This is an optimization exercise on Yosys and OpenROAD, whose aim is small area and few clock cycles, not a production implementation. In this exercise RTL edits were held to simulation tests only and were not proved equivalent to the original. In runs 4 and 5 the design's own scripts or RTL, not TritonCTS, make the clock network. The clock input has no modelled driver; a real chip could not lean on it and would need a root buffer or a full tree. Power is estimated from default activity; no workload was simulated.

<file path="flow/s02.script">
strash
dc2
&get -n
&st
&dch
&nf -a -p -F 8 -A 4 -C 32
&put
topo
dnsize
</file>
<file path="flow/my_synth.tcl">
# synth_recipe.tcl, except that Yosys's abc maps the logic with each of the
# ABC scripts named in $MY_ABC_SCRIPTS (flow/s*.script) and keeps the
# smallest result. Registers are mapped before abc, so they come out as in
# the standard synthesis.
proc synth {args} { yosys synth -nofsm -noshare {*}$args }
proc abc_area_now {} {
  set libargs {}
  foreach lib $::env(LIB_FILES) { lappend libargs -liberty $lib }
  set s [tee -q -s result.string stat {*}$libargs]
  if {[regexp {Chip area for module '[^']*': ([0-9.]+)} $s -> a]} { return $a }
  return 1e18
}
proc abc {args} {
  set i [lsearch $args -script]
  if {$i < 0 || ![info exists ::env(MY_ABC_SCRIPTS)]} { yosys abc {*}$args; return }
  yosys design -save pre_abc
  set best 1e18
  foreach scr $::env(MY_ABC_SCRIPTS) {
    yosys design -load pre_abc
    set a $args
    lset a [expr {$i+1}] $scr
    yosys abc {*}$a
    set area [abc_area_now]
    puts "MY_ABC: $scr -> $area"
    if {$area < $best} { set best $area; yosys design -save best_abc }
  }
  yosys design -load best_abc
  puts "MY_ABC: kept $best"
}
source $::env(SCRIPTS_DIR)/synth.tcl
# left out here: clear keep_hierarchy, flatten, clean up, hide names made inside functions, write 1_2_yosys.v
</file>
<file path="design.v">
module fc_crc_byte (
    input  wire [15:0] crc_in,
    input  wire [7:0]  d,
    output wire [15:0] crc_out
);
    wire [15:0] r [0:8];
    assign r[0] = crc_in;
    genvar i;
    generate
        for (i = 0; i < 8; i = i + 1) begin : g_step
            wire fb = r[i][15] ^ d[7-i];
            assign r[i+1] = {r[i][14:12], r[i][11] ^ fb, r[i][10:5], r[i][4] ^ fb,
                             r[i][3:0], fb};
        end
    endgenerate
    assign crc_out = r[8];
endmodule
module fc_ripple #(parameter W = 8) (
    input  wire [W-1:0] a,
    input  wire [W-1:0] b,
    input  wire         ci,
    output wire [W-1:0] s,
    output wire         co
);
    wire [W:0] c;
    assign c[0] = ci;
    genvar i;
    generate
        for (i = 0; i < W; i = i + 1) begin : g_bit
            assign s[i]   = a[i] ^ b[i] ^ c[i];
            assign c[i+1] = (a[i] & b[i]) | (c[i] & (a[i] ^ b[i]));
        end
    endgenerate
    assign co = c[W];
endmodule
module fc_encoder (
    input  wire        clk,
    input  wire        rst,
    input  wire        mode,           
    input  wire        tx_valid,
    output wire        tx_ready,
    input  wire [15:0] tx_type,
    input  wire [15:0] tx_len,
    input  wire        txd_valid,
    output wire        txd_ready,
    input  wire [7:0]  txd_data,
    output wire        enc_valid,
    input  wire        enc_ready,
    output wire [7:0]  enc_data,
    output wire        enc_last
);
    localparam [3:0] S_IDLE = 4'd0,
                     S_SOF  = 4'd1,
                     S_H0   = 4'd2,
                     S_H1   = 4'd3,
                     S_H2   = 4'd4,
                     S_H3   = 4'd5,
                     S_PL   = 4'd6,
                     S_C0   = 4'd7,
                     S_C1   = 4'd8,
                     S_EOF  = 4'd9;
    reg [3:0]  state;
    reg        esc_phase;    
    reg [15:0] cnt;          
    reg        f_mode;
    reg [15:0] acc;
    reg        c;            
    reg        p;            
    reg [7:0] dbyte;
    always @(*) begin
        case (state)
            S_H2:    dbyte = cnt[15:8];
            S_H3:    dbyte = cnt[7:0];
            S_PL:    dbyte = txd_data;
            default: dbyte = 8'h00;
        endcase
    end
    wire [7:0] a_hi = acc[15:8];
    wire [7:0] b_lo = acc[7:0];
    wire [7:0] s;
    wire       co;
    fc_ripple #(8) u_add (.a(a_hi), .b(dbyte), .ci(c), .s(s), .co(co));
    wire [15:0] crc_nx;
    fc_crc_byte u_crc (.crc_in(acc), .d(dbyte), .crc_out(crc_nx));
    wire       a_ff   = (a_hi == 8'hFF);
    wire       b_ff   = (b_lo == 8'hFF);
    wire       sel_b  = p && (state == S_C0);
    wire [7:0] inc_in = sel_b ? b_lo : a_hi;
    wire       inc_ci = sel_b ? (c && a_ff) : c;
    wire [7:0] inc_s;
    fc_ripple #(8) u_inc (.a(inc_in), .b(8'h00), .ci(inc_ci), .s(inc_s), .co());
    wire       around = !sel_b && c && a_ff && b_ff;
    wire [7:0] cs_raw = {inc_s[7:1], inc_s[0] | around};
    wire       is_cs  = (state == S_C0) || (state == S_C1);
    wire [7:0] cs_byte = cs_raw ^ {8{f_mode}};
    wire       is_flag  = (state == S_SOF) || (state == S_EOF) || (state == S_IDLE);
    wire [7:0] tfix = {b_lo[3], b_lo[2], b_lo[1], b_lo[0] ^ b_lo[2] ^ b_lo[7],
                       b_lo[1] ^ b_lo[6], b_lo[0] ^ b_lo[5], b_lo[4], b_lo[3]};
    wire       t_crc1   = (state == S_H1) && !f_mode;
    wire       is_type  = (state == S_H0) || (state == S_H1);
    wire [7:0] type_byte = a_hi ^ (tfix & {8{t_crc1}});
    wire [7:0] cur_byte = is_cs ? cs_byte : is_flag ? 8'h7E :
                          is_type ? type_byte : dbyte;
    wire needs_esc = !is_flag && (cur_byte == 8'h7E || cur_byte == 8'h7D);
    assign enc_valid = (state != S_IDLE) && (state != S_PL || txd_valid);
    assign enc_data  = needs_esc ? (esc_phase ? (cur_byte ^ 8'h20) : 8'h7D) : cur_byte;
    assign enc_last  = (state == S_EOF);
    wire fire      = enc_valid && enc_ready;
    wire byte_done = fire && (!needs_esc || esc_phase);
    assign tx_ready  = (state == S_IDLE);
    assign txd_ready = (state == S_PL) && enc_ready && (!needs_esc || esc_phase);
    wire is_data   = (state == S_H0 || state == S_H1 || state == S_H2 ||
                      state == S_H3 || state == S_PL);
    wire sum_step  = byte_done && ((is_data && f_mode) || (state == S_C0 && !p));
    wire crc_step  = byte_done && is_data && !f_mode;
    always @(posedge clk) begin
        if (state == S_IDLE) begin
            acc <= tx_type;
            c   <= 1'b0;
            p   <= 1'b0;
        end else if (sum_step) begin
            acc <= {b_lo, s};
            c   <= co;
            p   <= ~p;
        end else if (crc_step) begin
            acc <= crc_nx;
        end
    end
    always @(posedge clk) begin
        if (rst) begin
            state     <= S_IDLE;
            esc_phase <= 1'b0;
        end else begin
            if (fire && needs_esc && !esc_phase)
                esc_phase <= 1'b1;
            else if (byte_done)
                esc_phase <= 1'b0;
            case (state)
                S_IDLE: if (tx_valid) begin
                    cnt    <= tx_len;
                    f_mode <= mode;
                    state  <= S_SOF;
                end
                S_SOF: if (byte_done) state <= S_H0;
                S_H0:  if (byte_done) state <= S_H1;
                S_H1:  if (byte_done) state <= S_H2;
                S_H2:  if (byte_done) state <= S_H3;
                S_H3:  if (byte_done) state <= (cnt == 16'd0) ? S_C0 : S_PL;
                S_PL:  if (byte_done) begin
                    cnt <= cnt - 16'd1;
                    if (cnt == 16'd1) state <= S_C0;
                end
                S_C0:  if (byte_done) state <= S_C1;
                S_C1:  if (byte_done) state <= S_EOF;
                S_EOF: if (byte_done) state <= S_IDLE;
                default: state <= S_IDLE;
            endcase
        end
    end
endmodule
module fc_decoder (
    input  wire        clk,
    input  wire        rst,
    input  wire        mode,           
    input  wire        rx_valid,
    input  wire [7:0]  rx_data,
    input  wire        rx_last,
    output wire        pl_valid,
    output wire [7:0]  pl_data,
    output reg         done,
    output reg  [2:0]  status,
    output wire [15:0] type_out,
    output wire [15:0] len_out,
    output wire        mode_flip       
);
    localparam [2:0] ST_OK       = 3'd0,
                     ST_NOFRAME  = 3'd1,
                     ST_DANGLING = 3'd2,
                     ST_HDRSHORT = 3'd3,
                     ST_LENSHORT = 3'd4,
                     ST_CHECKSUM = 3'd5;
    localparam [1:0] P_HUNT  = 2'd0,    
                     P_IN    = 2'd1,    
                     P_AFTER = 2'd2;    
    localparam [2:0] Q_PAY  = 3'd4,     
                     Q_CS1  = 3'd5,     
                     Q_FULL = 3'd6;     
    reg [1:0]  phase;
    reg        first;          
    reg [1:0]  tcode;          
    reg        esc_pending;
    reg [2:0]  pos;
    reg [15:0] cnt;            
    reg [15:0] f_type;
    reg [15:0] f_len;
    reg [15:0] crc;
    reg [15:0] sum;
    reg        c0;             
    reg        c8;             
    reg        lo;             
    reg        bad;            
    wire [1:0] ph          = first ? P_HUNT : phase;
    wire       is_flag     = (rx_data == 8'h7E);
    wire       u_valid     = rx_valid && (ph == P_IN) && !is_flag &&
                             (esc_pending || rx_data != 8'h7D);
    wire [7:0] u_data      = {rx_data[7:6], rx_data[5] ^ esc_pending, rx_data[4:0]};
    wire       take        = u_valid && (pos != Q_FULL);
    wire       hdr         = !pos[2];
    wire       cnt_zero    = (cnt == 16'd0);
    wire       in_pl       = (pos == Q_PAY) && !cnt_zero;
    wire       cs0         = (pos == Q_PAY) && cnt_zero;
    wire       cs1         = (pos == Q_CS1);
    wire [1:0] rcode = (rx_data[7:2] == 6'b100000) ? rx_data[1:0] : 2'd3;
    assign pl_valid = take && in_pl;
    assign pl_data  = u_data;
    wire [15:0] crc_nx;
    fc_crc_byte u_crc (.crc_in(crc), .d(u_data), .crc_out(crc_nx));
    wire        w_lo = cs1 || (lo && !cs0);
    wire [7:0]  w_l  = u_data & {8{w_lo}};
    wire [7:0]  w_h  = u_data & {8{!w_lo}};
    wire [15:0] sum_nx;
    wire        c0_nx, c8_nx;
    fc_ripple #(8) u_add_l (.a(sum[7:0]),  .b(w_l), .ci(c0), .s(sum_nx[7:0]),  .co(c8_nx));
    fc_ripple #(8) u_add_h (.a(sum[15:8]), .b(w_h), .ci(c8), .s(sum_nx[15:8]), .co(c0_nx));
    wire byte_ff = (u_data == 8'hFF);
    wire closed = (phase == P_AFTER);
    wire full   = (pos == Q_FULL);
    wire crc_ok = (crc == 16'd0);
    wire frm_ok = (sum[15:9] == 7'h7F) && (sum[8] ^ c8) &&
                  (sum[7:1] == 7'h7F) && (sum[0] ^ c0) && !bad;
    wire cs_any = crc_ok || frm_ok;
    always @(*) begin
        if (!closed)                status = (tcode == 2'd3) ? ST_NOFRAME : ST_OK;
        else if (esc_pending)       status = ST_DANGLING;
        else if (hdr)               status = ST_HDRSHORT;
        else if (!full)             status = ST_LENSHORT;
        else if (cs_any)            status = ST_OK;
        else                        status = ST_CHECKSUM;
    end
    assign mode_flip = done && closed && !esc_pending && full &&
                       cs_any && (mode ? !frm_ok : !crc_ok);
    assign type_out = closed ? f_type : {8'h00, 6'b100000, tcode};
    assign len_out  = closed ? f_len : 16'h0000;
    always @(posedge clk) begin
        if (rst) begin
            first <= 1'b1;
            done  <= 1'b0;
        end else begin
            done <= rx_valid && rx_last;
            if (rx_valid)
                first <= rx_last;
        end
    end
    always @(posedge clk) begin
        if (rx_valid) begin
            if (first)
                tcode <= rcode;
            case (ph)
                P_HUNT: begin
                    phase <= is_flag ? P_IN : P_HUNT;
                    if (is_flag) esc_pending <= 1'b0;
                end
                P_IN: if (is_flag) begin
                    phase <= P_AFTER;
                end else begin
                    phase <= P_IN;
                    if (esc_pending)
                        esc_pending <= 1'b0;
                    else if (rx_data == 8'h7D)
                        esc_pending <= 1'b1;
                end
                default: phase <= P_AFTER;
            endcase
        end
        if (rx_valid && ph == P_HUNT && is_flag) begin
            pos <= 3'd0;
            crc <= 16'h0000;
            sum <= 16'h0000;
            c0  <= 1'b0;
            c8  <= 1'b0;
            lo  <= 1'b0;
        end else if (take) begin
            crc <= crc_nx;
            sum <= sum_nx;
            c0  <= c0_nx;
            c8  <= c8_nx;
            lo  <= ~lo;
            if (!in_pl)
                pos <= pos + 3'd1;
        end
        if (take) begin
            case (pos)
                3'd0: f_type[15:8] <= u_data;
                3'd1: f_type[7:0]  <= u_data;
                3'd2: begin f_len[15:8] <= u_data; cnt[15:8] <= u_data; end
                3'd3: begin f_len[7:0]  <= u_data; cnt[7:0]  <= u_data; end
                default: ;
            endcase
            if (in_pl)
                cnt <= cnt - 16'd1;
            if (cs0)
                bad <= byte_ff && (sum != 16'h0000 || c0 || c8);
            if (cs1)
                bad <= bad && byte_ff;
        end
    end
endmodule
module frame_codec (
    input  wire        clk,
    input  wire        rst,
    input  wire        mode_wr,
    input  wire        mode_wdata,
    output wire        mode,
    input  wire        tx_valid,
    output wire        tx_ready,
    input  wire [15:0] tx_type,
    input  wire [15:0] tx_len,
    input  wire        txd_valid,
    output wire        txd_ready,
    input  wire [7:0]  txd_data,
    output wire        enc_valid,
    input  wire        enc_ready,
    output wire [7:0]  enc_data,
    output wire        enc_last,
    input  wire        rx_valid,
    input  wire [7:0]  rx_data,
    input  wire        rx_last,
    output wire        rxd_valid,
    output wire [7:0]  rxd_data,
    output wire        dec_done,
    output wire [2:0]  dec_status,
    output wire [15:0] dec_type,
    output wire [15:0] dec_len
);
    reg  mode_reg;
    reg  wr_last;
    wire mode_flip;
    wire mode_now = mode_reg ^ (mode_flip && !wr_last);
    always @(posedge clk) begin
        if (rst)
            mode_reg <= 1'b0;
        else if (mode_wr)
            mode_reg <= mode_wdata;
        else
            mode_reg <= mode_now;
        wr_last <= mode_wr;
    end
    assign mode = mode_now;
    fc_encoder u_enc (
        .clk       (clk),
        .rst       (rst),
        .mode      (mode_now),
        .tx_valid  (tx_valid),
        .tx_ready  (tx_ready),
        .tx_type   (tx_type),
        .tx_len    (tx_len),
        .txd_valid (txd_valid),
        .txd_ready (txd_ready),
        .txd_data  (txd_data),
        .enc_valid (enc_valid),
        .enc_ready (enc_ready),
        .enc_data  (enc_data),
        .enc_last  (enc_last)
    );
    fc_decoder u_dec (
        .clk       (clk),
        .rst       (rst),
        .mode      (mode_reg),
        .rx_valid  (rx_valid),
        .rx_data   (rx_data),
        .rx_last   (rx_last),
        .pl_valid  (rxd_valid),
        .pl_data   (rxd_data),
        .done      (dec_done),
        .status    (dec_status),
        .type_out  (dec_type),
        .len_out   (dec_len),
        .mode_flip (mode_flip)
    );
endmodule
</file>
<file path="standard.sh">
#!/bin/bash
# synth_recipe.tcl (not shown) runs the flow's synth.tcl, then flattens the netlist and writes it again
# the make line also repeats each setting of config.mk as NAME=value (left out here)
make -C /OpenROAD-flow-scripts/flow DESIGN_CONFIG=/design/flow/config.mk WORK_HOME=/design/flow/orfs CLKGATE_MAP_FILE= SYNTH_SCRIPT=/design/flow/synth_recipe.tcl "${@:-finish}"
</file>
<file path="flow/s06.script">
strash
dc2
&get -n
&st
&synch2
&nf -a -p
&put
topo
dnsize
</file>
<file path="flow/s12.script">
strash
ifraig
dc2
&get -n
&st
&dch
&nf -a -p
&put
topo
dnsize
</file>
<file path="flow/s11.script">
strash
dc2
&get -n
&st
&dch
&nf -a -p -k
&put
strash
dch -f
map -a
topo
dnsize
</file>
<file path="flow/s01.script">
strash
dc2
&get -n
&st
&dch
&nf -a
&put
topo
dnsize
</file>
<file path="flow/s15.script">
strash
dc2
dch -f
map -a
strash
dc2
&get -n
&st
&dch
&nf -a -p
&put
topo
dnsize
</file>
<file path="flow/s09.script">
strash
dc2
&get -n
&st
&dch
&nf -a -p -E 10
&put
topo
dnsize
</file>
<file path="flow/s03.script">
strash
dc2
dch -f
map -a
amap
topo
dnsize
</file>
<file path="flow/s05.script">
strash
dch
map -a
topo
dnsize
</file>
<file path="flow/s04.script">
strash
dc2
&get -n
&st
&dch
&nf -a
&put
strash
dc2
&get -n
&st
&dch
&nf -a
&put
topo
dnsize
</file>
<file path="constraint.sdc">
create_clock -name core_clock -period 7.0 [get_ports {clk}]
set_input_delay 1.4000 -clock core_clock [delete_from_list [all_inputs] [get_ports {clk}]]
set_output_delay 1.4000 -clock core_clock [all_outputs]
set_load 0.01 [all_outputs]
</file>
<file path="flow/s14.script">
strash
dc2
&get -n
&st
&dch
&nf -a -p
&put
strash
dc2
&get -n
&st
&dch
&nf -a -p
&put
strash
dc2
&get -n
&st
&dch
&nf -a -p
&put
topo
dnsize
</file>
<file path="config.mk">
export PLATFORM = sky130hd
export DESIGN_NAME = frame_codec
export DESIGN_NICKNAME = frame_codec
export VERILOG_FILES = /design/flow/design.v
export SDC_FILE = /design/flow/constraint.sdc
export NUM_CORES = 4
export LEC_CHECK = 0
export CAP_MARGIN = 20
export CORE_MARGIN = 2
export CORE_UTILIZATION = 40
export PLACE_DENSITY = 0.6
export SLEW_MARGIN = 20
</file>
<file path="flow/s13.script">
strash
dc2
&get -n
&st
&syn2
&dch
&nf -a -p
&put
topo
dnsize
</file>
<file path="flow/s10.script">
strash
dc2
&get -n
&st
&dch
&nf -a -p -L 2
&put
topo
dnsize
</file>
<file path="flow/s08.script">
strash
dc2
dc2
&get -n
&st
&dch -f
&nf -a -p
&put
topo
dnsize
</file>
<file path="flow/s07.script">
strash
&get -n
&st
&dch
&nf -a
&put
topo
dnsize
</file>
<file path="flow/run.sh">
#!/bin/bash
# Layout flow: the standard flow (standard.sh) with
#  - synthesis mapped by several area-oriented ABC scripts, keeping the
#    smallest netlist (flow/my_synth.tcl, flow/s*.script),
#  - port buffers of the smallest buffer cell,
#  - CTS with clkbuf_8 clock buffers and no dummy loads.
# Each tool's output goes to a log file in this folder (ORFS's own logs
# stay under orfs/logs).
set -e
W=$(pwd)
sed "s#SYNTH_SCRIPT=[^ ]*#SYNTH_SCRIPT=$W/flow/my_synth.tcl#" standard.sh > my_standard.sh
export MY_ABC_SCRIPTS="$(ls $W/flow/s*.script | tr '\n' ' ')"
export BUFFER_PORTS_ARGS="-buffer_cell sky130_fd_sc_hd__buf_1"
export CTS_ARGS="-sink_clustering_enable -repair_clock_nets -dont_use_dummy_load -buf_list sky130_fd_sc_hd__clkbuf_8"
bash my_standard.sh > standard.log 2>&1
</file>
==> summary.md, run 1 <==
| Metric | Value |
|---|---|
| Status | complete, no violations |
| Internal power | 2.058 mW |
| GRT Resource Usage Total | 20.16% |
| I/O Buffers | 114 |
| Pin count of the biggest net entering global routing | 66 |
| Kind of critical path | flop to output port |
| Routed WL per cell | 17.09 microns |
| First-pass DRT Iterations | 6 |
| FF-to-FF Start | u_enc.state[0]$_SDFFE_PP0P_ |
| Hold Crit Class | flop to flop |
| Share of cells above drive strength 1 | 4.084% |
| Startpoint Class | flop |
| P per Cell Area | 395.9 nW/um^2 |
| Final period util | 88.61% |
| Syn_area_per_cell | 9.759 sq um |
| Antenna cells | 0 |
| Ports | 115 |
| Utilization after layout | 46.43% |
| Synth Register Bits | 136 |
| Net switching power | 1.520 mW |
| Worst slew margin | 31.66% |
| Core area | 19460 sq um |
| Warnings from Yosys | 4 |
| Largest vdd supply drop | 0.1525 mV |
| Max-cap violation count | 0 |
| Layout fillers | 1936 |
| Cell Count Post-Placement | 1203 |
| DR vias | 6566 |
| Most numerous cell in the Yosys netlist | nor2_1 |
| Crit path max-delay cell type | dfxtp_1 |
| Netlist cell types | 49 |
| Root Driver | clkbuf_8 |
| Final setup fails | 0 |
| Rows | 51 |
| Area Growth Syn to Fin | 13.89% |
| Crit-path cells | nand4_1 -> nor2_1 -> a21oi_1 -> ha_1 -> ha_1 -> ha_1 -> ha_1 -> ha_1 -> ha_1 -> ha_1 -> xor2_1 -> xnor2_1 -> a21oi_1 -> nand3_1 -> nor3_1 -> nand2b_1 -> and3_1 -> buf_1 |
| Clock-pin slew on the worst setup and hold paths | 0.08 ns |
| Top post-synthesis cells by area | edfxtp_1 (33%), dfxtp_1 (12%), fa_1 (5.3%), xnor2_1 (5.1%), nor2_1 (4.8%) |
| DRT iter0 DRCs | 578 |
| Setup TNS | 0 ns |
| Die W | 144.8 microns |
| Lkg Pwr | 3.077 nW |
| Num CTS Buffers | 17 |
| Clock latency on the worst-skew pair | 0.46 ns |
| Min Clock Period, post-route | 6.202 ns |
| Clock Path Buffers | 2 |
| Top_reg_cell synth | edfxtp_1 |
| Post-DRT Antenna Nets | 0 |
| Vias in the first global route | 6162 |
| Drt total wl | 20.86 mm |
| Setup Buffers After CTS | 0 |
| Most frequent cells after synthesis | nor2_1 (102), edfxtp_1 (87), a21oi_1 (69) |
| Die area | 20980 sq um |
| Switching share of power | 42.48% |
| CP startpoint | u_enc.state[0]$_SDFFE_PP0P_ |
| DR DRC count | 0 |
| Least-Margin Pin Slew | 1.025 ns |
| Initial antenna violation count | 0 |
| Final net count | 1055 |
| Clock share of power | 13.4% |
| Most frequent CP cell | ha_1 |
| Asr flop ratio synth | 0% |
| Hold_sp | u_dec.lo$_SDFFE_PP0P_ |
| First-pass GRT wire length | 32.27 mm |
| CTS H-Tree Depth | 4 |
| Clock sinks | 136 |
| Final Skew | 0.02993 ns |
| Resized Gates After CTS | 0 |
| Register area share after synthesis | 45.29% |
| Fmax achieved | 161.2 MHz |
| Final slew viol count | 0 |
| Mapped cell area | 7934 sq um |
| Die height | 144.8 microns |
| Hold Fails Final Rpt | 0 |
| Post-CTS Hold Buffers | 0 |
| CP top delay family | simple AND/OR/NAND/NOR gates |
| GPL Wtd Cong | 0.8680 |
| Critical path buffer and inverter count | 1 |
| Crit path DAT | 4.80 ns |
| CP peak stage delay | 0.70 ns |
| Synth Instances | 813 |
| Hpwl dp | 15.14 mm |
| GRT overflow | 0 |
| Comb power frac | 46.8% |
| Yosys top cell by area | edfxtp_1 |
| Non-Filler Instances | 1220 |
| CP Data Required Time | 5.60 ns |
| Max FO, Critical Path | 19 |
| Post-synth top area share | 32.93% |
| CTS tree | done |
| Sequential share of power | 39.8% |
| Starting density of the core | 40.77% |
| Number of synthesized flops with an enable pin | 87 |
| Synthesized net count | 911 |
| Critical Path End Type | output port |
| Via-per-instance ratio | 5.382 |
| RSZ-0062 raised after global routing | false |
==> power by group through the flow <==
stage               registers [mW]  clock network [mW]  logic, mW
global route                  1.45               0.520       1.91
floorplan                     1.34                   0       1.28
global placement              1.43                   0       1.66
detailed placement            1.43                   0       1.68
CTS                           1.42               0.490       1.69
finish                        1.42               0.478       1.67
==> logic make-up (layout without fill, tap and decap cells) <==
| group | count (synthesis) | after routing | synth area share, % |
|---|---|---|---|
| compound gates | 186 | 186 | 13.93 |
| xor+xnor | 80 | 80 | 8.832 |
| fa+ha+maj | 41 | 41 | 8.453 |
| buf+inv | 48 | 190 | 2.602 |
| flops | 136 | 136 | 45.29 |
| mux | 10 | 10 | 1.340 |
| simple gates | 312 | 312 | 19.56 |
==> metal layers <==
layer  track usage, %  vias up  routed length, microns
met2            32.55      227                    9977
met4            6.592        0                     415
li1                 -     3223                       -
met1            27.08     3089                    9255
met5                0        -                       0
met3            4.278       27                    1206
==> worst reg2reg max path: cells and delay by family (launching register included) <==
| kind | cells | cell delay [ns] |
|---|---|---|
| DFF | 1 | 0.70 |
| adders and majority gates | 7 | 1.40 |
| muxes | 1 | 0.28 |
| buffers and inverters | 1 | 0.23 |
| AOI/OAI and AO/OA | 4 | 0.72 |
| xor gates and xnor gates | 3 | 0.47 |
| and+or+nand+nor | 4 | 1.45 |
==> placed cells by master (no fill, tap or decap), types with 11 or more instances in the layout <==
master / instances
ha_1: 20
nand3_1: 12
xnor2_1: 46
a31oi_1: 12
dfxtp_1: 49
buf_1: 114
edfxtp_1: 87
clkbuf_8: 17
o21ai_0: 58
nand4_1: 11
fa_1: 21
nor4_1: 18
xor2_1: 34
buf_4: 18
nor3_1: 26
and2_0: 38
nand2_1: 51
a21oi_1: 69
nor2_1: 102
clkinv_1: 41
and3_1: 12
==> area by class of cell <==
cell class / count / area [sq um] / area share (%)
well taps: 265 / 331.6 / 3.669
clock buffers: 17 / 234.0 / 2.589
inverters: 41 / 153.9 / 1.703
multi-input cells: 629 / 4160 / 46.04
flip-flops and latches: 136 / 3593 / 39.77
repair buffers: 132 / 563.0 / 6.231
==> final timing paths <==
| check | depth (start not counted) | end | slack (ns) |
|---|---|---|---|
| worst min-delay path | 1 | u_dec.lo$_SDFFE_PP0P_ | 0.47 |
| worst max register to register | 20 | u_enc.acc[5]$_DFFE_PP_ | 1.51 |
| worst min register to register | 1 | u_dec.lo$_SDFFE_PP0P_ | 0.47 |
| worst max-delay path | 18 | txd_ready | 0.80 |
==> metrics by stage <==
stage                     hold slack [ns]  worst slack [ns]  total power, mW  instance area (sq um)
after detailed placement           0.4510             1.292            3.110                   8802
after CTS                          0.4650            0.8053            3.596                   9036
after global placement             0.4504             1.414            3.090                   8802
after floorplan                    0.4260            0.6009            2.624                   7939
after global routing               0.5017            0.3772            3.886                   9036
final                              0.4713            0.7975            3.577                   9036
Testbench counts, summed over its fixed seeds: cycles 22,351.
==> run 2, diff against run 1 <==
--- a/design.v
+++ b/design.v
@@ -145,10 +145,13 @@
                 S_H0:  if (byte_done) state <= S_H1;
                 S_H1:  if (byte_done) state <= S_H2;
                 S_H2:  if (byte_done) state <= S_H3;
-                S_H3:  if (byte_done) state <= (cnt == 16'd0) ? S_C0 : S_PL;
+                S_H3:  if (byte_done) begin
+                    cnt <= cnt - 16'd1;
+                    state <= (cnt == 16'd0) ? S_C0 : S_PL;
+                end
                 S_PL:  if (byte_done) begin
                     cnt <= cnt - 16'd1;
-                    if (cnt == 16'd1) state <= S_C0;
+                    if (cnt == 16'd0) state <= S_C0;
                 end
                 S_C0:  if (byte_done) state <= S_C1;
                 S_C1:  if (byte_done) state <= S_EOF;
@@ -197,7 +200,6 @@
     reg [15:0] sum;
     reg        c0;             
     reg        c8;             
-    reg        lo;             
     reg        bad;            
     wire [1:0] ph          = first ? P_HUNT : phase;
     wire       is_flag     = (rx_data == 8'h7E);
@@ -215,6 +217,7 @@
     assign pl_data  = u_data;
     wire [15:0] crc_nx;
     fc_crc_byte u_crc (.crc_in(crc), .d(u_data), .crc_out(crc_nx));
+    wire        lo   = hdr ? pos[0] : (f_len[0] ^ cnt[0]);
     wire        w_lo = cs1 || (lo && !cs0);
     wire [7:0]  w_l  = u_data & {8{w_lo}};
     wire [7:0]  w_h  = u_data & {8{!w_lo}};
@@ -278,13 +281,11 @@
             sum <= 16'h0000;
             c0  <= 1'b0;
             c8  <= 1'b0;
-            lo  <= 1'b0;
         end else if (take) begin
             crc <= crc_nx;
             sum <= sum_nx;
             c0  <= c0_nx;
             c8  <= c8_nx;
-            lo  <= ~lo;
             if (!in_pl)
                 pos <= pos + 3'd1;
         end
==> run 2 against run 1 <==
Critical endpoint is now enc_data[0]. Cell count is 0.98% lower. Die area is 0.41% lower. Critical path type unchanged. Core utilization shrank 0.20 points. Still clean. Register-to-register slack got worse by 0.10 ns.
==> summary.md, run 2 <==
| Metric | Value |
|---|---|
| Status | complete, no violations |
| GRT Resource Usage Total | 20.19% |
| Critical Path End Type | output port |
| Pin count of the biggest net entering global routing | 65 |
| Startpoint Class | flop |
| Clock share of power | 13.5% |
| DRT iter0 DRCs | 431 |
| Starting density of the core | 40.72% |
| Lkg Pwr | 3.037 nW |
| Ports | 115 |
| Final Skew | 0.02453 ns |
| CP Data Required Time | 5.60 ns |
| Most numerous cell in the Yosys netlist | nor2_1 |
| Max FO, Critical Path | 14 |
| Register area share after synthesis | 45.23% |
| Hpwl dp | 15.18 mm |
| Commonest non-fill, non-tap cell in the layout | buf_1 |
| First-pass GRT wire length | 31.96 mm |
| Sequential share of power | 39.5% |
| Clock Path Buffers | 2 |
| GRT overflow | 0 |
| Fmax achieved | 157.2 MHz |
| CTS tree | done |
| Final period util | 90.86% |
| Mapped cell area | 7900 sq um |
| Least-Margin Pin Slew | 0.9388 ns |
| I/O Buffers | 114 |
| Commonest cells after routing, fill and taps aside | buf_1 (114), nor2_1 (99), edfxtp_1 (87) |
| Num CTS Buffers | 17 |
| Layout fillers | 1914 |
| Min Clock Period, post-route | 6.360 ns |
| Worst slew margin | 36.59% |
| Asr flop ratio synth | 0% |
| Synthesized net count | 902 |
| Top post-synthesis cells by area | edfxtp_1 (33%), dfxtp_1 (12%), fa_1 (5.3%), xnor2_1 (5.2%), o21ai_0 (4.8%) |
| Met2 Wirelength | 9.946 mm |
| Clock latency on the worst-skew pair | 0.47 ns |
| Final net count | 1042 |
| Switching share of power | 42.57% |
| DR vias | 6413 |
| Initial antenna violation count | 0 |
| Fin worst setup slack | 0.6399 ns |
| Via-per-instance ratio | 5.309 |
| Comb power frac | 47.0% |
| Setup TNS | 0 ns |
| Met3 WL | 1.030 mm |
| First-pass DRT Iterations | 7 |
| Share of cells above drive strength 1 | 3.712% |
| Internal power | 2.079 mW |
| CTS H-Tree Depth | 4 |
| Cell Count Post-Placement | 1191 |
| Top_reg_cell synth | edfxtp_1 |
| Crit path DAT | 4.96 ns |
| DR DRC count | 0 |
| Hold Fails Final Rpt | 0 |
| Yosys top cell by area | edfxtp_1 |
| Top layer in use | met4 |
| CP peak stage delay | 0.58 ns |
| Most frequent cells after synthesis | nor2_1 (99), edfxtp_1 (87), o21ai_0 (76) |
| Drt total wl | 20.81 mm |
| Register area | 3573 sq um |
| Core area | 19400 sq um |
| Syn_area_per_cell | 9.814 sq um |
| Final setup fails | 0 |
| Net switching power | 1.542 mW |
| Area taken by multi-input logic gates | 4143 sq um |
| Die W | 144.5 microns |
| Placement Setup Slack | 0.9449 ns |
| Number of synthesized flops with an enable pin | 87 |
| Netlist cell types | 53 |
| Post-synth top area share | 33.07% |
| P per Cell Area | 403.7 nW/um^2 |
| Warnings from Yosys | 4 |
| Clock-pin slew on the worst setup and hold paths | 0.06 ns |
| Met1 wire length | 9.522 mm |
| Die area | 20890 sq um |
| Crit-path cells | and4b_1 -> nand2_1 -> nor2_1 -> a21oi_1 -> ha_1 -> ha_1 -> ha_1 -> ha_1 -> ha_1 -> ha_1 -> ha_1 -> xor2_1 -> xnor2_1 -> a211oi_1 -> nand4bb_1 -> nor4_2 -> nand2b_1 -> buf_1 |
| Largest vdd supply drop | 0.1516 mV |
| Clock sinks | 135 |
| Hold Crit Class | flop to flop |
| Max-cap violation count | 0 |
| Kind of critical path | flop to output port |
| Die height | 144.5 microns |
| Antenna cells | 0 |
| Most frequent CP cell | ha_1 |
| Synth Register Bits | 135 |
| Crit path max-delay cell type | dfxtp_1 |
| Vias in the first global route | 6025 |
| Non-Filler Instances | 1208 |
| GPL Wtd Cong | 0.8970 |
| Area Growth Syn to Fin | 13.53% |
| Routed WL per cell | 17.23 microns |
| Post-DRT Antenna Nets | 0 |
| Synth Instances | 805 |
| Final slew viol count | 0 |
| Root Driver | clkbuf_8 |
| RSZ-0062 raised after global routing | false |
| Rows | 51 |
==> run 2: cell types whose count changed after synthesis, sizes merged, moves of 4 or more <==
cell | previous run | this run
o21ai | 59 | 76
a21oi | 69 | 59
nor3 | 27 | 17
and3 | 12 | 5
nand2b | 7 | 13
nor2b | 5 | 10
nor4b | 0 | 4
==> run 2: critical path, delay by kind of cell, from the launching register on <==
family	cells	cell delay (ns)
buffers and inverters	1	0.15
AO/OA/AOI/OAI	2	0.39
adder cells (fa/ha/maj)	7	1.36
AND/OR/NAND/NOR	6	1.69
flip-flops	1	0.58
XOR/XNOR	2	0.31
==> run 2: kinds of logic (layout without fill, tap and decap cells) <==
logic type      Yosys count  count (layout)  share of synthesized area, %
simple gates            307             307                         19.89
flops                   135             135                         45.23
fa+ha+maj                40              40                         8.331
compound gates          187             187                         13.78
xor+xnor                 79              79                         8.932
buf+inv                  48             186                         2.613
mux                       9               9                         1.219
==> run 2: cell type report <==
class | count | share of cell area (%)
repair buffers | 128 | 5.943
inverters | 41 | 1.716
well taps | 265 | 3.697
multi-input cells | 622 | 46.19
clock buffers | 17 | 2.609
flip-flops and latches | 135 | 39.84
==> run 2: path summary, 6_finish.rpt <==
path                                                   from                endpoint  slack [ns]  cells past startpoint
worst max-delay path            u_enc.state[0]$_SDFFE_PP0P_             enc_data[0]        0.64                     18
worst min-delay path                   u_enc.p$_SDFFE_PP0P_    u_enc.p$_SDFFE_PP0P_        0.50                      2
worst max register to register  u_enc.state[0]$_SDFFE_PP0P_  u_enc.acc[5]$_DFFE_PP_        1.41                     20
worst min register to register         u_enc.p$_SDFFE_PP0P_    u_enc.p$_SDFFE_PP0P_        0.50                      2
==> run 2: metrics by stage <==
step / power [mW] / hold WS (ns) / util [%] / instance area [sq um]
after floorplan: 2.637 / 0.4578 / - / 7900
after global placement: 3.107 / 0.4969 / 44.97 / 8723
after detailed placement: 3.131 / 0.4826 / 44.99 / 8728
after CTS: 3.622 / 0.4941 / 46.20 / 8962
after global routing: 3.909 / 0.5421 / 46.23 / 8969
final: 3.621 / 0.4980 / 46.23 / 8969
==> run 2: per-layer routing <==
layer,track usage [%],vias up
li1,-,3177
met1,26.27,3022
met2,34.05,189
met3,3.907,25
met4,6.234,0
met5,0,-
==> run 2: power by group through the flow <==
stage	logic, mW	registers, mW	clock network, mW
2_1_floorplan	1.29	1.35	0
3_3_place_gp	1.67	1.44	0
3_5_place_dp	1.70	1.43	0
4_1_cts	1.70	1.42	0.496
5_1_grt	1.92	1.46	0.526
6_report	1.70	1.43	0.488
==> run 2: timing repair <==
| item | 4_1_cts | 5_1_grt |
|---|---|---|
| buffers inserted | 0 | 0 |
| hold buffers | 0 | 0 |
| endpoints found under the setup margin | 0 | 1 |
| gates resized for setup | 0 | 1 |
Testbench counts of run 2, summed over its fixed seeds: cycles 22,351.
==> run 3, diff against run 2 <==
==> flow/s16.script (new file) <==
strash
&get -n
&st
&deepsyn -T 10
&put
dc2
&get -n
&st
&dch
&nf -a -p
&put
strash
dc2
&get -n
&st
&dch
&nf -a -p
&put
topo
dnsize
--- a/config.mk
+++ b/config.mk
@@ -5,8 +5,8 @@
 export SDC_FILE = /design/flow/constraint.sdc
 export NUM_CORES = 4
 export LEC_CHECK = 0
-export CAP_MARGIN = 20
+export CAP_MARGIN = 0
 export CORE_MARGIN = 2
 export CORE_UTILIZATION = 40
 export PLACE_DENSITY = 0.6
-export SLEW_MARGIN = 20
+export SLEW_MARGIN = 0
==> run 3 against run 2 <==
Still clean. Cell count shrank 2.0%. Area after synthesis shrank 0.46%. Core utilization shrank 0.097 points. Sequential power shrank 15%. Final area shrank 0.21%. Hold slack lost 0.021 ns. Worst setup slack lost 0.12 ns. Register-to-register slack lost 0.06 ns. Combinational power shrank about 50%. Largest cell class unchanged.
==> summary.md, run 3 <==
| Metric | Value |
|---|---|
| GR Util met2 | 34.56% |
| Final Skew | 0.03917 ns |
| Die height | 144.2 microns |
| Warnings from Yosys | 4 |
| First-pass GRT wire length | 32.41 mm |
| Antenna cells | 0 |
| Syn_area_per_cell | 10.11 sq um |
| GPL Wtd Cong | 0.8913 |
| Synth Instances | 778 |
| Synth Register Bits | 135 |
| Critical path buffer and inverter count | 1 |
| DR vias | 6307 |
| Layout fillers | 1933 |
| Ports | 115 |
| P per Cell Area | 283.8 nW/um^2 |
| Pin count of the biggest net entering global routing | 36 |
| Share of cells above drive strength 1 | 4.135% |
| Register area share after synthesis | 45.44% |
| Crit path DAT | 5.08 ns |
| Area Growth Syn to Fin | 13.81% |
| Core area | 19400 sq um |
| Commonest non-fill, non-tap cell in the layout | buf_1 |
| CP Data Required Time | 5.60 ns |
| Die W | 144.2 microns |
| Crit-path cells | nand4b_1 -> nor2_1 -> o21ai_0 -> ha_1 -> ha_1 -> ha_1 -> ha_1 -> ha_1 -> ha_1 -> ha_1 -> a21o_1 -> o221ai_1 -> and4b_1 -> o2111ai_1 -> and3_1 -> buf_1 |
| Non-Filler Instances | 1184 |
| Kind of critical path | flop to output port |
| Drt total wl | 20.53 mm |
| Register area | 3573 sq um |
| Setup Buffers After CTS | 0 |
| Least-Margin Pin Slew | 1.111 ns |
| Vias in the first global route | 6025 |
| Via-per-instance ratio | 5.327 |
| GRT Resource Usage Total | 20.45% |
| Routed WL per cell | 17.34 microns |
| Setup TNS | 0 ns |
| Max-cap violation count | 0 |
| CP peak stage delay | 0.61 ns |
| Status | complete, no violations |
| Hold Fails Final Rpt | 0 |
| Top_reg_cell synth | edfxtp_1 |
| DRT iter0 DRCs | 470 |
| Final setup fails | 0 |
| Netlist cell types | 59 |
| CTS H-Tree Depth | 4 |
| Yosys top cell by area | edfxtp_1 |
| Clock Path Buffers | 2 |
| Synthesized net count | 875 |
| Final net count | 1018 |
| Initial antenna violation count | 0 |
| GRT met1 Usage | 26.86% |
| Crit path max-delay cell type | nor2_1 |
| Resized Gates After CTS | 0 |
| Hold Crit Class | flop to flop |
| Asr flop ratio synth | 0% |
| Fmax achieved | 154.4 MHz |
| Commonest cells after routing, fill and taps aside | buf_1 (114), edfxtp_1 (87), nor2_1 (70) |
| Most numerous cell in the Yosys netlist | edfxtp_1 |
| Worst slew margin | 25.56% |
| Startpoint Class | flop |
| I/O Buffers | 114 |
| GRT overflow | 0 |
| Final period util | 92.50% |
| Cell Count Post-Placement | 1167 |
| CTS tree | done |
| Starting density of the core | 40.54% |
| Rows | 51 |
| Critical Path End Type | output port |
| Post-CTS Hold Buffers | 0 |
| Clock sinks | 135 |
| Busiest grt layer | met2 |
| Max FO, Critical Path | 14 |
| Die area | 20800 sq um |
| Top post-synthesis cells by area | edfxtp_1 (33%), dfxtp_1 (12%), fa_1 (5.3%), xnor2_1 (4.0%), o21ai_0 (3.4%) |
| Number of synthesized flops with an enable pin | 87 |
| Min Clock Period, post-route | 6.475 ns |
| Final slew viol count | 0 |
| Mapped cell area | 7864 sq um |
| Largest vdd supply drop | 0.1201 mV |
| First-pass DRT Iterations | 5 |
| Post-synth top area share | 33.22% |
| Area taken by multi-input logic gates | 4113 sq um |
| Clock-pin slew on the worst setup and hold paths | 0.06 ns |
| Num CTS Buffers | 17 |
| DR DRC count | 0 |
| Root Driver | clkbuf_8 |
| Lkg Pwr | 3.095 nW |
| RSZ-0062 raised after global routing | false |
| M3 GR Usage | 3.444% |
| Clock latency on the worst-skew pair | 0.44 ns |
| Hpwl dp | 15.07 mm |
| Post-DRT Antenna Nets | 0 |
| Most frequent cells after synthesis | edfxtp_1 (87), nor2_1 (70), nand2_1 (67) |
| Most frequent CP cell | ha_1 |
| CP top delay family | simple AND/OR/NAND/NOR gates |
run 3: metal layers:
layer | part of all wire, % | vias up
li1 | - | 3123
met1 | 45 | 2988
met2 | 48 | 173
met3 | 5.0 | 23
met4 | 1.9 | 0
met5 | 0 | -
run 3: worst paths after layout:
check / startpoint / depth (start not counted) / endpoint / slack (ns)
setup reg to reg: u_enc.state[0]$_SDFFE_PP0P_ / 18 / u_enc.acc[15]$_DFFE_PP_ / 1.35
setup / recovery: u_enc.state[0]$_SDFFE_PP0P_ / 16 / txd_ready / 0.52
hold / removal: u_dec.crc[0]$_SDFFE_PP0P_ / 2 / u_dec.crc[0]$_SDFFE_PP0P_ / 0.48
hold reg to reg: u_dec.crc[0]$_SDFFE_PP0P_ / 2 / u_dec.crc[0]$_SDFFE_PP0P_ / 0.48
run 3: final cells by class:
class                   instances  area share, %
multi-input cells             598          45.95
repair buffers                131          6.207
inverters                      38          1.594
well taps                     265          3.705
clock buffers                  17          2.614
flip-flops and latches        135          39.93
run 3: tightest hold or removal path: cells and delay by family, from the launching register on:
family | cells | cell delay, ns
simple gates | 2 | 0.10
flops | 1 | 0.33
run 3: cell families after synthesis:
group	synth area share, %
adder cells (fa/ha/maj)	8.369
AND/OR/NAND/NOR	20.57
AO/OA/AOI/OAI	14.75
XOR/XNOR	6.762
multiplexers	1.623
buffers and inverters	2.482
flip-flops	45.44
run 3: per-stage QoR:
stage	worst slack (ns)	instance area, sq um	total power, mW	util (%)	hold slack [ns]
CTS	0.5323	8950	2.556	46.14	0.4813
detailed placement	1.017	8716	2.080	44.93	0.4689
global placement	1.137	8716	2.074	44.93	0.4678
global route	0.02885	8950	2.717	46.14	0.5115
finish	0.5247	8950	2.540	46.14	0.4768
floorplan	0.6427	7865	1.812	-	0.4471
run 3: where the power goes:
part	switching, mW	internal (mW)
Sequential	0.198	1.03
Clock	0.259	0.214
Combinational	0.463	0.381
Total	0.920	1.62
==> run 4, diff against run 3 <==
==> flow/run.sh (replaced) <==
#!/bin/bash
# Layout flow: the standard flow (standard.sh) with
#  - synthesis mapped by several area-oriented ABC scripts, keeping the
#    smallest netlist (flow/my_synth.tcl, flow/s*.script),
#  - port buffers of the smallest buffer cell,
#  - a clock tree made by hand (flow/manual_cts.tcl, sourced before ORFS's
#    CTS step, replaces clock_tree_synthesis): 6 clkbuf_16 leaf buffers,
#    each for a sixth of the registers, fed by one clkbuf_8.
# Each tool's output goes to a log file in this folder (ORFS's own logs
# stay under orfs/logs).
set -e
W=$(pwd)
sed "s#SYNTH_SCRIPT=[^ ]*#SYNTH_SCRIPT=$W/flow/my_synth.tcl#" standard.sh > my_standard.sh
export MY_ABC_SCRIPTS="$(ls $W/flow/s*.script | tr '\n' ' ')"
export BUFFER_PORTS_ARGS="-buffer_cell sky130_fd_sc_hd__buf_1"
export PRE_CTS_TCL=$W/flow/manual_cts.tcl
export CTS_GROUPS=6
export CTS_CELL=sky130_fd_sc_hd__clkbuf_16
export CTS_ROOT=sky130_fd_sc_hd__clkbuf_8
bash my_standard.sh > standard.log 2>&1
==> flow/manual_cts.tcl (new file) <==
# Clock tree made by hand: the register clock pins are split by placement
# into CTS_GROUPS groups of nearly equal size (halving along x, then y, ...),
# and each group gets one clock buffer at the centre of its pins, driven
# straight from the clock port.
proc mcts_split {pins n axis} {
  if {$n <= 1 || [llength $pins] < 2} { return [list $pins] }
  set idx [expr {$axis eq "x" ? 1 : 2}]
  set sorted [lsort -real -index $idx $pins]
  set n1 [expr {$n / 2}]
  set k [expr {int(round([llength $sorted] * double($n1) / $n))}]
  set a [lrange $sorted 0 [expr {$k - 1}]]
  set b [lrange $sorted $k end]
  set nx [expr {$axis eq "x" ? "y" : "x"}]
  return [concat [mcts_split $a $n1 $nx] [mcts_split $b [expr {$n - $n1}] $nx]]
}
proc clock_tree_synthesis {args} {
  set ngroups [expr {[info exists ::env(CTS_GROUPS)] ? $::env(CTS_GROUPS) : 4}]
  set cell [expr {[info exists ::env(CTS_CELL)] ? $::env(CTS_CELL) : "sky130_fd_sc_hd__clkbuf_16"}]
  set block [ord::get_db_block]
  foreach clk [all_clocks] {
    foreach src [get_property $clk sources] {
      set net_name [get_full_name $src]
      set net [$block findNet $net_name]
      set pins {}
      foreach pin [get_pins -of_objects [get_nets $net_name]] {
        if {[get_property $pin direction] ne "input"} { continue }
        set it [sta::sta_to_db_pin $pin]
        set loc [[$it getInst] getLocation]
        lappend pins [list $pin [lindex $loc 0] [lindex $loc 1]]
      }
      set groups [mcts_split $pins $ngroups x]
      set gi 0
      foreach g $groups {
        set names {}
        set sx 0; set sy 0
        foreach p $g { lappend names [lindex $p 0]; set sx [expr {$sx + [lindex $p 1]}]; set sy [expr {$sy + [lindex $p 2]}] }
        set cnt [llength $g]
        set dbu [$block getDbUnitsPerMicron]
        set cx [expr {double($sx) / $cnt / $dbu}]
        set cy [expr {double($sy) / $cnt / $dbu}]
        puts "manual CTS: group $gi, $cnt clock pins, buffer at ($cx, $cy)"
        insert_buffer -buffer_cell $cell -net $net_name -load_pins $names \
          -location [list $cx $cy] -buffer_name "clkbuf_m_$gi" -net_name "clk_m_$gi"
        incr gi
      }
      if {[info exists ::env(CTS_ROOT)] && $::env(CTS_ROOT) ne ""} {
        set loads {}
        set sx 0; set sy 0
        foreach pin [get_pins -of_objects [get_nets $net_name]] {
          if {[get_property $pin direction] ne "input"} { continue }
          set loc [[[sta::sta_to_db_pin $pin] getInst] getLocation]
          set sx [expr {$sx + [lindex $loc 0]}]; set sy [expr {$sy + [lindex $loc 1]}]
          lappend loads $pin
        }
        set dbu [$block getDbUnitsPerMicron]
        set cx [expr {double($sx) / [llength $loads] / $dbu}]
        set cy [expr {double($sy) / [llength $loads] / $dbu}]
        puts "manual CTS: root buffer for [llength $loads] buffers at ($cx, $cy)"
        insert_buffer -buffer_cell $::env(CTS_ROOT) -net $net_name -load_pins $loads \
          -location [list $cx $cy] -buffer_name "clkbuf_m_root" -net_name "clk_m_root"
      }
    }
  }
  set_propagated_clock [all_clocks]
}
--- a/config.mk
+++ b/config.mk
@@ -5,8 +5,8 @@
 export SDC_FILE = /design/flow/constraint.sdc
 export NUM_CORES = 4
 export LEC_CHECK = 0
-export CAP_MARGIN = 0
+export CAP_MARGIN = 20
 export CORE_MARGIN = 2
 export CORE_UTILIZATION = 40
 export PLACE_DENSITY = 0.6
-export SLEW_MARGIN = 0
+export SLEW_MARGIN = 20
removed: flow/s16.script
==> run 4 against run 3 <==
Worst setup slack gained 0.13 ns. Maximum frequency grew 2.0%. Die area grew 0.45%. Combinational power grew 100%. Clock skew shrank 0.030 ns. Global-route usage shrank 1.3 points. Via count grew 0.95%.
==> summary.md, run 4 <==
| Metric | Value |
|---|---|
| Vias in the first global route | 5981 |
| Crit-path cells | and4b_1 -> nand2_1 -> nor2_1 -> a21oi_1 -> ha_1 -> ha_1 -> ha_1 -> ha_1 -> ha_1 -> ha_1 -> ha_1 -> xor2_1 -> xnor2_1 -> a211oi_1 -> nand4bb_1 -> nor4_2 -> nand2b_1 -> buf_1 |
| GRT Resource Usage Total | 19.12% |
| Max-cap violation count | 0 |
| Initial antenna violation count | 0 |
| R2R Setup Slk | 1.39 ns |
| Number of synthesized flops with an enable pin | 87 |
| Commonest non-fill, non-tap cell in the layout | buf_1 |
| Final Skew | 0.008902 ns |
| Utilization after layout | 45.87% |
| Synthesized net count | 902 |
| Antenna cells | 0 |
| Switching share of power | 42.75% |
| Final period util | 90.68% |
| WP depth | 18 |
| CP top delay family | simple AND/OR/NAND/NOR gates |
| Commonest cells after routing, fill and taps aside | buf_1 (114), nor2_1 (99), edfxtp_1 (87) |
| Largest vdd supply drop | 0.1739 mV |
| Netlist cell types | 53 |
| Mapped cell area | 7900 sq um |
| Starting density of the core | 40.72% |
| Most frequent cells after synthesis | nor2_1 (99), edfxtp_1 (87), o21ai_0 (76) |
| Critical Path End Type | output port |
| Worst hold path depth | 2 |
| Top_reg_cell synth | edfxtp_1 |
| RSZ-0062 raised after global routing | false |
| Asr flop ratio synth | 0% |
| Clock share of power | 11.7% |
| Fmax achieved | 157.5 MHz |
| Warnings from Yosys | 4 |
| Hold Fails Final Rpt | 0 |
| Kind of critical path | flop to output port |
| Crit path DAT | 4.95 ns |
| Register area | 3573 sq um |
| Critical path buffer and inverter count | 1 |
| DRT iter0 DRCs | 431 |
| Pin count of the biggest net entering global routing | 65 |
| Net switching power | 1.517 mW |
| Status | complete, no violations |
| Power, Total | 3.549 mW |
| Top post-synthesis cells by area | edfxtp_1 (33%), dfxtp_1 (12%), fa_1 (5.3%), xnor2_1 (5.2%), o21ai_0 (4.8%) |
| Final net count | 1032 |
| Hpwl dp | 15.18 mm |
| DR vias | 6367 |
| Share of cells above drive strength 1 | 2.680% |
| Post-synth top area share | 33.07% |
| GRT overflow | 0 |
| Clock latency on the worst-skew pair | 0.42 ns |
| Area Growth Syn to Fin | 12.64% |
| CP Data Required Time | 5.60 ns |
| CP peak stage delay | 0.59 ns |
| First-pass DRT Iterations | 5 |
| Register area share after synthesis | 45.23% |
| P per Cell Area | 398.8 nW/um^2 |
| Max FO, Critical Path | 14 |
| Most frequent CP cell | ha_1 |
| Synth Instances | 805 |
| Synth Register Bits | 135 |
| Comb power frac | 48.0% |
| Final setup fails | 0 |
| Worst slew margin | 35.66% |
| Post-CTS Hold Buffers | 0 |
| I/O Buffers | 114 |
| Die area | 20890 sq um |
| Hold Crit Class | flop to flop |
| Most numerous cell in the Yosys netlist | nor2_1 |
| Ports | 115 |
| Core area | 19400 sq um |
| Post-DRT Antenna Nets | 0 |
| Clock-pin slew on the worst setup and hold paths | 0.09 ns |
| First-pass GRT wire length | 31.77 mm |
| Crit path max-delay cell type | dfxtp_1 |
| Sequential share of power | 40.3% |
| Internal power | 2.032 mW |
| Die W | 144.5 microns |
| DR DRC count | 0 |
| FF-to-FF path depth | 20 |
| Via-per-instance ratio | 5.315 |
| Min Clock Period, post-route | 6.348 ns |
| Rows | 51 |
| Setup TNS | 0 ns |
| Layout fillers | 1915 |
| Least-Margin Pin Slew | 0.9527 ns |
| Syn_area_per_cell | 9.814 sq um |
| Startpoint Class | flop |
| Lkg Pwr | 2.996 nW |
| Die height | 144.5 microns |
| Final slew viol count | 0 |
| GPL Wtd Cong | 0.8970 |
| Routed WL per cell | 17.29 microns |
| Area taken by multi-input logic gates | 4143 sq um |
| Drt total wl | 20.72 mm |
| Yosys top cell by area | edfxtp_1 |
[run 4: power groups by stage]
stage / combinational (mW) / sequential [mW] / clock, mW
2_1_floorplan: 1.29 / 1.35 / 0
3_3_place_gp: 1.67 / 1.44 / 0
3_5_place_dp: 1.70 / 1.43 / 0
4_1_cts: 1.71 / 1.42 / 0.432
5_1_grt: 1.93 / 1.46 / 0.451
6_report: 1.70 / 1.43 / 0.415
[run 4: cell families (layout without fill, tap and decap cells)]
family	after synthesis	count (layout)	share of synthesized area [%]
AND/OR/NAND/NOR	307	307	19.89
AO/OA/AOI/OAI	187	187	13.78
buffers and inverters	48	176	2.613
XOR/XNOR	79	79	8.932
adder cells (fa/ha/maj)	40	40	8.331
multiplexers	9	9	1.219
flip-flops	135	135	45.23
[run 4: what timing repair did]
item / CTS / global route
resized for setup: 0 / 1
setup buffers: 0 / 0
setup endpoints to repair: 0 / 1
hold endpoints to repair: 0 / 0
[run 4: routing by layer]
layer  wire (microns)  GRT usage, %  up-vias
met3              985         1.490       22
met4              298         2.657        0
met2             9992         34.45      164
met1             9442         25.77     3018
li1                 -             -     3163
met5                0             0        -
[run 4: metrics by stage]
stage          hold WS (ns)  cell area [sq um]  setup slack (ns)  instances
2_1_floorplan        0.4578               7900            0.4030        805
3_3_place_gp         0.4969               8723             1.129       1191
3_5_place_dp         0.4826               8728            0.9449       1191
4_1_cts              0.5000               8892            0.4751       1198
5_1_grt              0.5482               8899            0.3351       1198
6_report             0.5080               8899            0.6525       1198
[run 4: path summary, 6_finish.rpt]
| check | from | end |
|---|---|---|
| worst min register to register | u_enc.p$_SDFFE_PP0P_ | u_enc.p$_SDFFE_PP0P_ |
| worst max register to register | u_enc.state[0]$_SDFFE_PP0P_ | u_enc.acc[5]$_DFFE_PP_ |
| worst min-delay path | u_enc.p$_SDFFE_PP0P_ | u_enc.p$_SDFFE_PP0P_ |
| worst max-delay path | u_enc.state[0]$_SDFFE_PP0P_ | enc_data[0] |
[run 4: cell type report, without the clock buffers]
type / instances / area share (%)
well taps: 265 / 3.726
repair buffers: 128 / 5.990
flip-flops and latches: 135 / 40.16
inverters: 41 / 1.729
multi-input cells: 622 / 46.56
[run 4: tightest hold or removal path, cell delays in order (launching register included)]
cell      delay (ns)
dfxtp_1         0.35
clkinv_1        0.07
a21oi_1         0.05
==> run 5, diff against run 4 <==
--- a/flow/run.sh
+++ b/flow/run.sh
@@ -2,7 +2,8 @@
 # Layout flow: the standard flow (standard.sh) with
 #  - synthesis mapped by several area-oriented ABC scripts, keeping the
 #    smallest netlist (flow/my_synth.tcl, flow/s*.script),
-#  - port buffers of the smallest buffer cell,
+#  - port buffers of the smallest buffer cell, repair aiming at the
+#    library limits themselves (CAP_MARGIN, SLEW_MARGIN 0 in config.mk),
 #  - a clock tree made by hand (flow/manual_cts.tcl, sourced before ORFS's
 #    CTS step, replaces clock_tree_synthesis): 6 clkbuf_16 leaf buffers,
 #    each for a sixth of the registers, fed by one clkbuf_8.
==> flow/s16.script (new file) <==
strash
&get -n
&st
&deepsyn -T 10
&put
dc2
&get -n
&st
&dch
&nf -a -p
&put
strash
dc2
&get -n
&st
&dch
&nf -a -p
&put
topo
dnsize
==> flow/s17.script (new file) <==
strash
dc2
&get -n
&st
&dch
&nf -a -p -R 50
&put
topo
dnsize
==> flow/s18.script (new file) <==
strash
dc2
&get -n
&st
&dch
&nf -a -p
&put
strash
dc2
&get -n
&st
&dch
&nf -a -p
&put
strash
dc2
&get -n
&st
&dch
&nf -a -p
&put
strash
dc2
&get -n
&st
&dch
&nf -a -p
&put
topo
dnsize
--- a/config.mk
+++ b/config.mk
@@ -5,8 +5,9 @@
 export SDC_FILE = /design/flow/constraint.sdc
 export NUM_CORES = 4
 export LEC_CHECK = 0
-export CAP_MARGIN = 20
+export CAP_MARGIN = 0
 export CORE_MARGIN = 2
 export CORE_UTILIZATION = 40
+export GPL_TIMING_DRIVEN = 0
 export PLACE_DENSITY = 0.6
-export SLEW_MARGIN = 20
+export SLEW_MARGIN = 0
==> run 5 against run 4 <==
Still clean on timing, DRC and antenna. Area after synthesis decreased by 0.57%. Maximum frequency decreased by 2.3%. Wire length decreased by 2.6%. Final area decreased by 0.42%. Sequential power about the same. First-iteration DRC count increased by 5.1%. Worst setup slack got worse by 0.15 ns. Critical path type unchanged. Critical endpoint is now txd_ready. Largest cell class unchanged.
==> summary.md, run 5 <==
| Metric | Value |
|---|---|
| Status | complete, no violations |
| Netlist cell types | 51 |
| Clock-pin slew on the worst setup and hold paths | 0.11 ns |
| Largest vdd supply drop | 0.2048 mV |
| Max FO, Critical Path | 12 |
| Switching share of power | 42.59% |
| First-pass GRT wire length | 31.85 mm |
| Least-Margin Pin Slew | 1.261 ns |
| Number of synthesized flops with an enable pin | 87 |
| Syn_area_per_cell | 9.626 sq um |
| Compound-Gate Fraction of Synth Area | 14.02% |
| Comb power frac | 47.7% |
| Final slew viol count | 0 |
| Setup Buffers After CTS | 0 |
| Synthesized net count | 913 |
| Crit path DAT | 5.09 ns |
| Hold Crit Class | flop to flop |
| Antenna cells | 0 |
| Crit-path cells | nand2b_1 -> nor2_1 -> nand2_1 -> mux2_1 -> ha_1 -> ha_1 -> ha_1 -> ha_1 -> ha_1 -> ha_1 -> xor2_1 -> xnor2_1 -> a221o_1 -> nand3b_1 -> or3_1 -> or2_0 -> and3_1 -> buf_1 |
| RSZ-0062 raised after global routing | false |
| Fmax achieved | 154.0 MHz |
| Fin worst setup slack | 0.5057 ns |
| Most frequent CP cell | ha_1 |
| Final setup fails | 0 |
| Register area share after synthesis | 45.49% |
| Net switching power | 1.491 mW |
| Area Growth Syn to Fin | 12.81% |
| Initial antenna violation count | 0 |
| Warnings from Yosys | 4 |
| Max-cap violation count | 0 |
| Starting density of the core | 40.63% |
| Routed WL per cell | 16.74 microns |
| Commonest non-fill, non-tap cell in the layout | buf_1 |
| Hold_sp | u_enc.p$_SDFFE_PP0P_ |
| Vias in the first global route | 6010 |
| Rows | 51 |
| Pin count of the biggest net entering global routing | 64 |
| Lkg Pwr | 2.985 nW |
| Critical Path End Type | output port |
| CP peak stage delay | 0.45 ns |
| GRT Resource Usage Total | 18.99% |
| Final Skew | 0.01625 ns |
| First-pass DRT Iterations | 5 |
| FF-to-FF path depth | 22 |
| Reg2reg end | u_enc.acc[7]$_DFFE_PP_ |
| DRT iter0 DRCs | 453 |
| Hold Worst Slack | 0.4896 ns |
| Post-CTS Hold Buffers | 0 |
| GPL Wtd Cong | 0.8495 |
| FF-to-FF Start | u_enc.state[3]$_SDFFE_PP0P_ |
| GRT overflow | 0 |
| XOR/XNOR Fraction of Synth Area | 8.697% |
| Die height | 144.1 microns |
| Internal power | 2.010 mW |
| Via-per-instance ratio | 5.327 |
| Critical path buffer and inverter count | 1 |
| Resized Gates After CTS | 0 |
| Core area | 19330 sq um |
| Crit path max-delay cell type | dfxtp_1 |
| DR vias | 6424 |
| Top_reg_cell synth | edfxtp_1 |
| Hpwl dp | 14.50 mm |
| Drt total wl | 20.18 mm |
| Clock share of power | 11.9% |
| Post-DRT Antenna Nets | 0 |
| Synth Instances | 816 |
| Final period util | 92.78% |
| Most numerous cell in the Yosys netlist | nor2_1 |
| Kind of critical path | flop to output port |
| Yosys top cell by area | edfxtp_1 |
| Layout fillers | 1897 |
| Top post-synthesis cells by area | edfxtp_1 (33%), dfxtp_1 (12%), fa_1 (5.4%), xnor2_1 (5.0%), o21ai_0 (5.0%) |
| Simple-gate share of the synthesized area | 20.28% |
| Placement Setup Slack | 0.9358 ns |
| DR DRC count | 0 |
| CP top delay family | simple AND/OR/NAND/NOR gates |
| Synth Register Bits | 135 |
| Mux share of post-synthesis cell area | 0.8442% |
| Most frequent cells after synthesis | nor2_1 (104), edfxtp_1 (87), o21ai_0 (78) |
| Clock latency on the worst-skew pair | 0.42 ns |
| Worst slew margin | 15.73% |
| Ports | 115 |
| Sequential share of power | 40.3% |
| Asr flop ratio synth | 0% |
| Share of cells above drive strength 1 | 2.550% |
| Mapped cell area | 7855 sq um |
| I/O Buffers | 114 |
| WP depth | 18 |
| Synth Area in Adders | 8.378% |
| End of the critical path | txd_ready |
| Commonest cells after routing, fill and taps aside | buf_1 (114), nor2_1 (104), edfxtp_1 (87) |
| Post-synth top area share | 33.26% |
| Min Clock Period, post-route | 6.494 ns |
| Power, Total | 3.502 mW |
| Final net count | 1040 |
| Setup TNS | 0 ns |
| Hold Fails Final Rpt | 0 |
| P per Cell Area | 395.2 nW/um^2 |
| Die W | 144.1 microns |
| Largest family of logic cells by synthesized area | simple AND/OR/NAND/NOR gates |
| R2R Setup Slk | 0.85 ns |
| Startpoint Class | flop |
| Die area | 20770 sq um |
| CP startpoint | u_enc.state[3]$_SDFFE_PP0P_ |
| CP Data Required Time | 5.60 ns |
==> run 5: kinds of logic (layout without fill, tap and decap cells) <==
kind of cell    Yosys count  after routing
xor+xnor                 78             78
compound gates          193            193
simple gates            323            323
mux                       6              6
flops                   135            135
fa+ha+maj                40             40
buf+inv                  41            166
==> run 5: layout make-up, without the clock buffers <==
cell class	count	area, sq um	share of cell area (%)
Multi-Input combinational cell	640	4123	46.53
Timing Repair Buffer	118	489.2	5.521
Tap cell	265	331.6	3.742
Buffer	7	52.55	0.5931
Sequential cell	135	3573	40.33
Inverter	34	127.6	1.440
==> run 5: metal layers <==
metal | GRT usage [%] | wire, microns | vias to the layer above
met3 | 1.490 | 1008 | 20
met1 | 26.42 | 9351 | 3041
met2 | 33.23 | 9497 | 187
li1 | - | - | 3176
met4 | 2.862 | 327 | 0
met5 | 0 | 0 | -
==> run 5: through the flow <==
stage / utilization [%] / instance area (sq um) / cells
2_1_floorplan: - / 7855 / 816
3_3_place_gp: 44.55 / 8615 / 1195
3_5_place_dp: 44.96 / 8692 / 1199
4_1_cts: 45.80 / 8856 / 1206
5_1_grt: 45.83 / 8861 / 1206
6_report: 45.83 / 8861 / 1206
==> run 5: worst min-delay path by stage <==
stage / to / slack [ns] / cells past startpoint
2_1_floorplan: u_enc.p$_SDFFE_PP0P_ / 0.44 / 1
3_3_place_gp: u_enc.p$_SDFFE_PP0P_ / 0.47 / 1
3_5_place_dp: u_enc.p$_SDFFE_PP0P_ / 0.48 / 1
4_1_cts: u_enc.p$_SDFFE_PP0P_ / 0.50 / 1
5_1_grt: u_enc.p$_SDFFE_PP0P_ / 0.53 / 1
6_report: u_enc.p$_SDFFE_PP0P_ / 0.49 / 1
==> run 5: power groups by stage <==
stage	Sequential (mW)	Combinational (mW)	Clock, mW
floorplan	1.34	1.29	0
detailed placement	1.42	1.68	0
finish	1.41	1.67	0.418
global route	1.44	1.92	0.452
global placement	1.43	1.62	0
CTS	1.41	1.68	0.433

-- static timing again, ports no longer ideal --
The flow's constraints put no driver on any port. The routed layouts listed below were extracted and timed again, unchanged, in two steps.
Step 1 assumes that a clkbuf_16 drives the clock port and a buf_2 every other input.
Step 2 moves the port delays by t, midway between the first and last clock arrival at a register: inputs arrive t later, outputs are due t later. That takes back most of the time a late clock gives input paths.
a / b / c = ideal / step 1 / step 2; a / b = the first two.
run	t (ns)	slack for setup (ns)	worst setup path after step 2
run 1	0.489	0.798 / 0.755 / 1.244	register to output
run 2	0.494	0.640 / 0.599 / 1.093	register to output
run 3	0.464	0.525 / 0.484 / 0.948	register to output
run 4	0.450	0.653 / 0.617 / 1.067	register to output
run 5	0.449	0.506 / 0.468 / 0.854	register to register
After both steps setup and hold are still met in every run listed.
